This design comes from an exercise in tuning for small area, a short achievable clock period and few clock cycles on the open sky130 flow, not from production work.
RTL that was checked went through simulation tests only; none was proved equivalent to the original.
The flow treats the clock pin as an ideal source, which a real chip does not have.
Power is estimated from default activity; no workload was simulated.

Setup of build 45:
Design ng_core, start of the top module:
module ng_core (
    input  wire        clk,
    input  wire        rst,
    input  wire        cmd_valid,
    output wire        cmd_ready,
    input  wire [31:0] cmd_word,
    input  wire [63:0] cmd_operand,
    output wire [63:0] state_q,
    output wire [63:0] result,
    output wire [31:0] status,
    output wire        sample_valid,
    input  wire        sample_ready,
    output wire [7:0]  sample_data
);
clock: 27.0 ns
lec_check: 0
abc_area: 1
cap_margin: 20
core_margin: 2
core_utilization: 60
cts_cluster_diameter: 75
cts_cluster_size: 28
slew_margin: 20
standard.sh (not shown) runs the stock make flow with config.mk's settings and CLKGATE_MAP_FILE= SYNTH_SCRIPT=/design/flow/synth_recipe.tcl, a recipe that flattens the netlist after the stock synthesis.
==> flow/flow/run.sh <==
#!/bin/bash
# Standard layout, with every port buffered by a buf_1, timing repair asked for
# 16.5 ns of setup slack (a 10.5 ns period) instead of 0, after CTS the
# cmd_ready gate reading rst straight from rst's port buffer (flow/eco_ready.tcl),
# and up to 10 rounds of antenna repair after global and detailed routing.
set -euo pipefail
export BUFFER_PORTS_ARGS="-buffer_cell sky130_fd_sc_hd__buf_1"
export SETUP_SLACK_MARGIN=16.5
export POST_CTS_TCL="$PWD/flow/eco_ready.tcl"
export MAX_REPAIR_ANTENNAS_ITER_GRT=10
export MAX_REPAIR_ANTENNAS_ITER_DRT=10
bash standard.sh synth > synth.log 2>&1
bash standard.sh > layout.log 2>&1
==> flow/flow/eco_ready.tcl <==
# Sourced by ORFS at the end of its CTS step (POST_CTS_TCL). The path from rst to
# cmd_ready is the design's critical path; if timing repair left buffers between
# rst's port buffer and the gate that drives cmd_ready's port buffer, read rst for
# that gate straight from the port buffer instead (the logic is unchanged).
set block [ord::get_db_block]
proc eco_driver {net} {
  foreach it [$net getITerms] { if {[$it isOutputSignal]} { return $it } }
  return ""
}
proc eco_is_buf {inst} {
  set m [[$inst getMaster] getName]
  return [regexp {__(buf|clkbuf)_[0-9]+$} $m]
}
set rnet [[$block findBTerm rst] getNet]
set pbuf ""
foreach it [$rnet getITerms] { if {[$it isInputSignal]} { set pbuf [$it getInst] } }
set pnet ""
if {$pbuf ne "" && [eco_is_buf $pbuf]} {
  foreach it [$pbuf getITerms] { if {[$it isOutputSignal]} { set pnet [$it getNet] } }
}
set onet [[$block findBTerm cmd_ready] getNet]
set od [eco_driver $onet]
set gate ""
if {$od ne "" && [eco_is_buf [$od getInst]]} {
  foreach it [[$od getInst] getITerms] {
    if {[$it isInputSignal]} { set gd [eco_driver [$it getNet]]; if {$gd ne ""} { set gate [$gd getInst] } }
  }
}
if {$pnet ne "" && $gate ne ""} {
  foreach it [$gate getITerms] {
    if {![$it isInputSignal]} continue
    set n [$it getNet]
    set hops 0
    set d [eco_driver $n]
    while {$d ne "" && [eco_is_buf [$d getInst]] && $hops < 8} {
      set src ""
      foreach jt [[$d getInst] getITerms] { if {[$jt isInputSignal]} { set src [$jt getNet] } }
      if {$src eq ""} break
      if {[$src getName] eq [$pnet getName]} {
        puts "eco_ready: [[$gate getMaster] getName] [$gate getName]/[[$it getMTerm] getName] from [$n getName] to [$pnet getName]"
        $it disconnect
        $it connect $pnet
        break
      }
      set d [eco_driver $src]
      incr hops
    }
  }
}
estimate_parasitics -placement
Testbench counts of build 45, summed over its fixed seeds: cycles 13,424.
Inputs modified between build 45 and build 1:
- CORE_UTILIZATION now 65, was 60
==> flow/flow/run.sh <==
#!/bin/bash
# Standard layout, with every port buffered by a buf_1, timing repair asked for
# 16.5 ns of setup slack (a 10.5 ns period) instead of 0, and after CTS the
# cmd_ready gate reading rst straight from rst's port buffer (flow/eco_ready.tcl).
set -euo pipefail
export BUFFER_PORTS_ARGS="-buffer_cell sky130_fd_sc_hd__buf_1"
export SETUP_SLACK_MARGIN=16.5
export POST_CTS_TCL="$PWD/flow/eco_ready.tcl"
bash standard.sh synth > synth.log 2>&1
bash standard.sh > layout.log 2>&1
Notes after the runs:
- In build 1 the HPWL after detailed placement turned out about 1.6% lower than in build 45.
- Build 45 and build 1 ended up with nearly the same fmax.
- [build 1] diode insertion count for antenna repair fell 1 relative to build 45
- On design area, build 45 and build 1 are neck and neck.
- Summary of build 1 over build 45: all-layer global routing usage shows an increase of 2.3 points; clock tree buffer count of the final layout shows an increase of 2.9%.
The inputs of build 23 differ from those of build 1 as listed below.
- changing CTS_CLUSTER_SIZE from 28 to 24
- changing CTS_CLUSTER_DIAMETER from 75 to 70
==> flow/flow/run.sh <==
#!/bin/bash
# Standard layout, with every port buffered by a buf_1 and timing repair asked
# for 16.5 ns of setup slack (a 10.5 ns period) instead of 0.
set -euo pipefail
export BUFFER_PORTS_ARGS="-buffer_cell sky130_fd_sc_hd__buf_1"
export SETUP_SLACK_MARGIN=16.5
bash standard.sh synth > synth.log 2>&1
bash standard.sh > layout.log 2>&1
removed: flow/flow/eco_ready.tcl
==> summary.txt <==
- Build 23 reached the final stage; the timing, design-rule and antenna checks on its layout passed.
- Build 23 vs. build 1: clock power saw an increase, design area saw an increase, wire length reported by the detailed router saw an increase, via count saw an increase.

ng_core, a different RTL version from the one above (not shown whole).
For scale: roughly 1,500 flip-flops.
==> flow/config.mk <==
export PLATFORM = sky130hd
export DESIGN_NAME = ng_core
export DESIGN_NICKNAME = ng_core
export VERILOG_FILES = /design/flow/design.v
export SDC_FILE = /design/flow/constraint.sdc
export NUM_CORES = 4
export LEC_CHECK = 0
export CAP_MARGIN = 20
export CORE_MARGIN = 2
export CORE_UTILIZATION = 40
export SLEW_MARGIN = 20
==> flow/constraint.sdc <==
create_clock -name core_clock -period 27.0 [get_ports {clk}]
set_input_delay 5.4000 -clock core_clock [delete_from_list [all_inputs] [get_ports {clk}]]
set_output_delay 5.4000 -clock core_clock [all_outputs]
set_load 0.01 [all_outputs]
==> flow/flow/run.sh <==
#!/bin/bash
# Standard layout, with every port buffered by a buf_2 instead of the resizer's choice.
set -euo pipefail
export BUFFER_PORTS_ARGS="-buffer_cell sky130_fd_sc_hd__buf_2"
bash standard.sh synth > synth.log 2>&1
bash standard.sh > layout.log 2>&1
The first run finished clean.
Rerun with:
==> flow/run.sh (new file) <==
#!/bin/bash
# synth_recipe.tcl (not shown) runs the flow's synth.tcl, then flattens the netlist and writes it again
# the make line also repeats each setting of config.mk as NAME=value (left out here)
make -C /OpenROAD-flow-scripts/flow DESIGN_CONFIG=/design/flow/config.mk WORK_HOME=/design/flow/orfs CLKGATE_MAP_FILE= SYNTH_SCRIPT=/design/flow/synth_recipe.tcl finish
--- a/flow/config.mk
+++ b/flow/config.mk
@@ -8,4 +8,6 @@
 export CAP_MARGIN = 20
 export CORE_MARGIN = 2
-export CORE_UTILIZATION = 40
+export CORE_UTILIZATION = 65
+export CTS_CLUSTER_DIAMETER = 80
+export CTS_CLUSTER_SIZE = 30
 export SLEW_MARGIN = 20
removed: flow/flow/run.sh
removed: flow/standard.sh
After rerunning: The new run finished clean; clock skew hardly moves; worst hold slack gets worse by 0.0030 ns; sequential share of layout area went up by 3.1 points; design area goes down by 5.4%; power fell by 23%; first-iteration DRC count rises by 9.4%; clock power goes down by about 50%; via count fell by 1.2%.
No functional check of the RTL was part of any run of this note.

[re-timing with driven ports]
In the flow no input, the clock included, has a driving cell. The finished layouts below were timed again as built, in two steps.
Step 1 assumes that a clkbuf_16 drives the clock port and a buf_2 every other input.
Step 2 moves the port delays by t, midway between the first and last clock arrival at a register: inputs arrive t later, outputs are due t later. That takes back most of the time a late clock gives input paths.
Three values: ideal ports, drivers, drivers and shift; two values: the first two.
run	t (ns)	slack for setup (ns)	worst setup path at the end	worst register clock-pin slew, ns
build 45	0.726	15.891 / 15.853 / 15.853	input to output	0.11 / 0.11
build 1	0.716	15.894 / 15.845 / 15.845	input to output	0.11 / 0.11
build 23	0.722	15.784 / 15.734 / 15.734	input to output	0.10 / 0.10
the first run of note 2	0.818	14.679 / 14.657 / 14.657	input to output	0.07 / 0.07
the second run of note 2	0.730	14.240 / 14.212 / 14.212	input to output	0.12 / 0.12
After both steps every run listed still meets setup and hold. The setup slack of build 23, which loses most, moves by -0.050 ns with the drivers and by -0.050 ns with both steps.
